Background: an optimization exercise with open tools, aiming at small area, a short achievable clock period and few clock cycles per item. Do not read the settings as production practice.
Only simulation tests tie the RTL to the original design; equivalence was not proved.
No activity file was given, so power comes from the tool's default toggle rates.

==> flow/design.v <==
module chi_md5 (
    input  wire         clk,
    input  wire         rst,           
    input  wire         in_valid,
    output wire         in_ready,
    input  wire         in_first,
    input  wire [511:0] in_block,      
    output reg          out_valid,
    output wire [127:0] out_digest     
);
    localparam [31:0] IV_A = 32'h67452301;
    localparam [31:0] IV_B = 32'hefcdab89;
    localparam [31:0] IV_C = 32'h98badcfe;
    localparam [31:0] IV_D = 32'h10325476;
    localparam [2047:0] K_TAB = {
        32'heb86d391, 32'h2ad7d2bb, 32'hbd3af235, 32'hf7537e82,
        32'h4e0811a1, 32'ha3014314, 32'hfe2ce6e0, 32'h6fa87e4f,
        32'h85845dd1, 32'hffeff47d, 32'h8f0ccc92, 32'h655b59c3,
        32'hfc93a039, 32'hab9423a7, 32'h432aff97, 32'hf4292244,
        32'hc4ac5665, 32'h1fa27cf8, 32'he6db99e5, 32'hd9d4d039,
        32'h04881d05, 32'hd4ef3085, 32'heaa127fa, 32'h289b7ec6,
        32'hbebfbc70, 32'hf6bb4b60, 32'h4bdecfa9, 32'ha4beea44,
        32'hfde5380c, 32'h6d9d6122, 32'h8771f681, 32'hfffa3942,
        32'h8d2a4c8a, 32'h676f02d9, 32'hfcefa3f8, 32'ha9e3e905,
        32'h455a14ed, 32'hf4d50d87, 32'hc33707d6, 32'h21e1cde6,
        32'he7d3fbc8, 32'hd8a1e681, 32'h02441453, 32'hd62f105d,
        32'he9b6c7aa, 32'h265e5a51, 32'hc040b340, 32'hf61e2562,
        32'h49b40821, 32'ha679438e, 32'hfd987193, 32'h6b901122,
        32'h895cd7be, 32'hffff5bb1, 32'h8b44f7af, 32'h698098d8,
        32'hfd469501, 32'ha8304613, 32'h4787c62a, 32'hf57c0faf,
        32'hc1bdceee, 32'h242070db, 32'he8c7b756, 32'hd76aa478
    };
    localparam [31:0] RI_TAB = 32'h56e801bf;
    localparam [255:0] G_TAB = 256'h92b4d6f81a3c5e702fc9630da741eb85c72d83e94fa50b61fedcba9876543210;
    reg  [31:0] b, c, d;           
    reg  [31:0] fu, fv;            
    reg  [31:0] q0, q1, q2, q3;    
    reg  [31:0] t;                 
    reg  [31:0] mw;                
    reg  [5:0]  cnt;               
    reg  [1:0]  ri;                
    reg  [1:0]  rv;                
    reg         run;               
    reg         fin;               
    reg         pend;              
    reg         fst;               
    reg         fcur;              
    reg         ivc;               
    assign out_digest = {q1, q2, q3, q0};
    assign in_ready   = run && (cnt == 6'd62);   
    wire start = pend && !run;                   
    wire [5:0] cnt_nx = run ? ((cnt == 6'd0) ? 6'd0 : cnt + 6'd1) : (start ? 6'd1 : cnt);
    reg  [3:0] gn;                                 
    wire [3:0] g = run ? ((cnt == 6'd0) ? 4'd0 : gn) : {3'b000, start};
    wire [5:0] cnt_nx1 = cnt_nx + 6'd1;
    wire [31:0] kval  = K_TAB[{cnt, 5'b00000} +: 32];
    wire [31:0] mw_nx = in_block[{g, 5'b00000} +: 32];
    wire [31:0] asrc  = run ? d : (fst ? IV_A : (fin ? q1 : q0));
    wire [31:0] t_nx  = asrc + kval + mw;
    wire [31:0] f   = (b & fu) | (~b & fv);
    wire [31:0] sum = f + t;
    reg  [31:0] r1, r2;
    always @(*) begin
        case (ri)
            2'd0:    r1 = {sum[27:0], sum[31:28]};
            2'd1:    r1 = {sum[26:0], sum[31:27]};
            2'd2:    r1 = {sum[25:0], sum[31:26]};
            default: r1 = {sum[24:0], sum[31:25]};
        endcase
        case (rv)
            2'd0:    r2 = r1;
            2'd1:    r2 = {r1[26:0], r1[31:27]};
            2'd2:    r2 = {r1[21:0], r1[31:22]};
            default: r2 = {r1[15:0], r1[31:16]};
        endcase
    end
    wire [31:0] x = b + r2;
    wire        tail = fin || (run && (cnt == 6'd62 || cnt == 6'd63 || cnt == 6'd0));
    reg  [31:0] ivw;
    always @(*) begin
        casez ({fin, cnt[1:0]})
            3'b010:  ivw = IV_A;    
            3'b011:  ivw = IV_D;    
            3'b0??:  ivw = IV_C;    
            default: ivw = IV_B;    
        endcase
    end
    wire [31:0] hop  = fcur ? ivw : q0;
    wire [31:0] hsum = hop + b;
    wire        ld_iv = start && fst;
    wire [31:0] b_nx  = run ? x : (ld_iv ? IV_B : (fin ? hsum : q3));
    wire [31:0] c_nx  = run ? b : (ld_iv ? IV_C : (fin ? q3 : c));
    wire [31:0] d_nx  = run ? c : (ld_iv ? IV_D : (fin ? q2 : d));
    reg  [31:0] fu_nx, fv_nx;
    always @(*) begin
        case (cnt[5:4])
            2'd0:    begin fu_nx = c_nx;            fv_nx = d_nx;            end   
            2'd1:    begin fu_nx = c_nx | d_nx;     fv_nx = c_nx & ~d_nx;    end   
            2'd2:    begin fu_nx = ~(c_nx ^ d_nx);  fv_nx = c_nx ^ d_nx;     end   
            default: begin fu_nx = ~c_nx;           fv_nx = ~(c_nx ^ d_nx);  end   
        endcase
    end
    always @(posedge clk) begin
        ri   <= RI_TAB[{cnt[5:4], cnt[1:0], 1'b0} +: 2];
        rv   <= cnt[1:0];
        t    <= t_nx;
        cnt  <= rst ? 6'd0 : cnt_nx;
        mw   <= mw_nx;
        gn   <= G_TAB[{cnt_nx1, 2'b00} +: 4];
        c    <= c_nx;
        d    <= d_nx;
        fu   <= fu_nx;
        fv   <= fv_nx;
        if (tail) begin
            q0 <= q1;  q1 <= q2;  q2 <= q3;  q3 <= hsum;
        end
        b    <= b_nx;
        if (rst) begin
            run       <= 1'b0;
            fin       <= 1'b0;
            pend      <= 1'b0;
            out_valid <= 1'b0;
            ivc       <= 1'b1;
        end else begin
            out_valid <= fin;
            fin       <= run && (cnt == 6'd0);
            if (run) begin
                if (cnt == 6'd0) run <= 1'b0;
            end else if (start) begin
                run  <= 1'b1;
                pend <= 1'b0;
                fcur <= fst;
            end
            if (in_valid && !pend && (run ? (cnt == 6'd0) : !start)) begin
                pend <= 1'b1;
                fst  <= in_first || ivc;
                ivc  <= 1'b0;
            end
        end
    end
endmodule
Settings: LEC_CHECK=0, ABC_AREA=1, CAP_MARGIN=20, CORE_MARGIN=2, CORE_UTILIZATION=40, SLEW_MARGIN=20, TNS_END_PERCENT=5; clock period 13.0 ns.
standard.sh (not shown) runs the stock make flow with config.mk's settings and CLKGATE_MAP_FILE= SYNTH_SCRIPT=/design/flow/synth_recipe.tcl, a recipe that flattens the netlist after the stock synthesis.
==> flow/flow/run.sh <==
#!/bin/bash
set -euo pipefail
export BUFFER_PORTS_ARGS="-buffer_cell sky130_fd_sc_hd__buf_1"
export SETUP_SLACK_MARGIN=8.5
bash standard.sh > standard.log 2>&1
The baseline passed the timing, design-rule and antenna checks.
Testbench counts at the start, summed over its fixed seeds: cycles 219,066, blocks 3,370.
==> next run, changes <==
--- a/flow/design.v
+++ b/flow/design.v
@@ -38,24 +38,36 @@
     reg  [31:0] t;                 
     reg  [31:0] mw;                
+    reg  [31:0] kv;                
     reg  [5:0]  cnt;               
     reg  [1:0]  ri;                
     reg  [1:0]  rv;                
     reg         run;               
+    reg         rdy;               
     reg         fin;               
     reg         pend;              
     reg         fst;               
     reg         fcur;              
+    reg  [3:0]  ivs;               
     reg         ivc;               
     assign out_digest = {q1, q2, q3, q0};
-    assign in_ready   = run && (cnt == 6'd62);   
+    assign in_ready   = rdy;                     
     wire start = pend && !run;                   
+    wire run_nx  = !rst && (run ? (cnt != 6'd0) : start);
+    wire fin_nx  = !rst && run && (cnt == 6'd0);
+    wire fcur_nx = (!run && start) ? fst : fcur;
     wire [5:0] cnt_nx = run ? ((cnt == 6'd0) ? 6'd0 : cnt + 6'd1) : (start ? 6'd1 : cnt);
-    reg  [3:0] gn;                                 
-    wire [3:0] g = run ? ((cnt == 6'd0) ? 4'd0 : gn) : {3'b000, start};
+    reg  [15:0] gh;                                
+    wire        gx = run && (cnt != 6'd0);
+    wire [15:0] gsel = ({16{gx}} & gh) | {14'd0, !run && start, !gx && !(!run && start)};
+    reg  [31:0] mw_nx;
+    integer j;
+    always @(*) begin
+        mw_nx = 32'd0;
+        for (j = 0; j < 16; j = j + 1)
+            mw_nx = mw_nx | (in_block[32*j +: 32] & {32{gsel[j]}});
+    end
     wire [5:0] cnt_nx1 = cnt_nx + 6'd1;
-    wire [31:0] kval  = K_TAB[{cnt, 5'b00000} +: 32];
-    wire [31:0] mw_nx = in_block[{g, 5'b00000} +: 32];
     wire [31:0] asrc  = run ? d : (fst ? IV_A : (fin ? q1 : q0));
-    wire [31:0] t_nx  = asrc + kval + mw;
+    wire [31:0] t_nx  = asrc + kv + mw;
     wire [31:0] f   = (b & fu) | (~b & fv);
     wire [31:0] sum = f + t;
@@ -77,13 +89,6 @@
     wire [31:0] x = b + r2;
     wire        tail = fin || (run && (cnt == 6'd62 || cnt == 6'd63 || cnt == 6'd0));
-    reg  [31:0] ivw;
-    always @(*) begin
-        casez ({fin, cnt[1:0]})
-            3'b010:  ivw = IV_A;    
-            3'b011:  ivw = IV_D;    
-            3'b0??:  ivw = IV_C;    
-            default: ivw = IV_B;    
-        endcase
-    end
+    wire [31:0] ivw  = ({32{ivs[0]}} & IV_A) | ({32{ivs[1]}} & IV_D)
+                     | ({32{ivs[2]}} & IV_C) | ({32{ivs[3]}} & IV_B);
     wire [31:0] hop  = fcur ? ivw : q0;
     wire [31:0] hsum = hop + b;
@@ -107,5 +112,7 @@
         cnt  <= rst ? 6'd0 : cnt_nx;
         mw   <= mw_nx;
-        gn   <= G_TAB[{cnt_nx1, 2'b00} +: 4];
+        kv   <= K_TAB[{cnt_nx, 5'b00000} +: 32];
+        ivs  <= {4{fcur_nx}} & {fin_nx, run_nx && (cnt_nx == 6'd0), run_nx && (cnt_nx == 6'd63), run_nx && (cnt_nx == 6'd62)};
+        gh   <= 16'd1 << G_TAB[{cnt_nx1, 2'b00} +: 4];
         c    <= c_nx;
         d    <= d_nx;
@@ -121,7 +128,9 @@
             pend      <= 1'b0;
             out_valid <= 1'b0;
+            rdy       <= 1'b0;
             ivc       <= 1'b1;
         end else begin
             out_valid <= fin;
+            rdy       <= run && (cnt == 6'd61);
             fin       <= run && (cnt == 6'd0);
             if (run) begin
After rerunning: Worst setup slack loses 0.13 ns. Critical path depth is higher by 12. Wire length grows by 0.72%. Final area falls by 2.6%. Total power went down by 14%. Sequential cell count climbs by 49. Maximum frequency came out lower by 2.7%. Sequential share of layout area increases by 3.1 points. Final cell count drops by 2.7%.
Testbench counts after the change, summed over its fixed seeds: cycles 219,066, blocks 3,370.

[what the ideal ports hide]
In the flow no input, the clock included, has a driving cell. The finished layouts below were timed again as built, in two steps. Step 1, drivers: a clkbuf_16 drives clk and a buf_2 each remaining input, both assumed. Step 2 also shifts input and output timing later by t, the mid clock arrival at the registers, as if the neighbouring blocks saw the same clock. a / b / c = no drivers / after step 1 / after step 2; a / b = the first two.
| run | t, ns | setup WS [ns] | worst register clock-pin slew, ns | worst slew at a driven data input, ns | cell pins on the clock port's net |
|---|---|---|---|---|---|
| the first run | 0.663 | 8.247 / 8.227 / 8.247 | 0.08 / 0.08 | 0.28 | 1 |
| the second run | 0.676 | 8.116 / 8.116 / 7.785 | 0.07 / 0.07 | 0.34 | 1 |
After both steps every run listed still meets setup and hold. For the second run, which loses most, drivers alone change the setup slack by 0.000 ns; drivers and shift together by -0.331 ns.
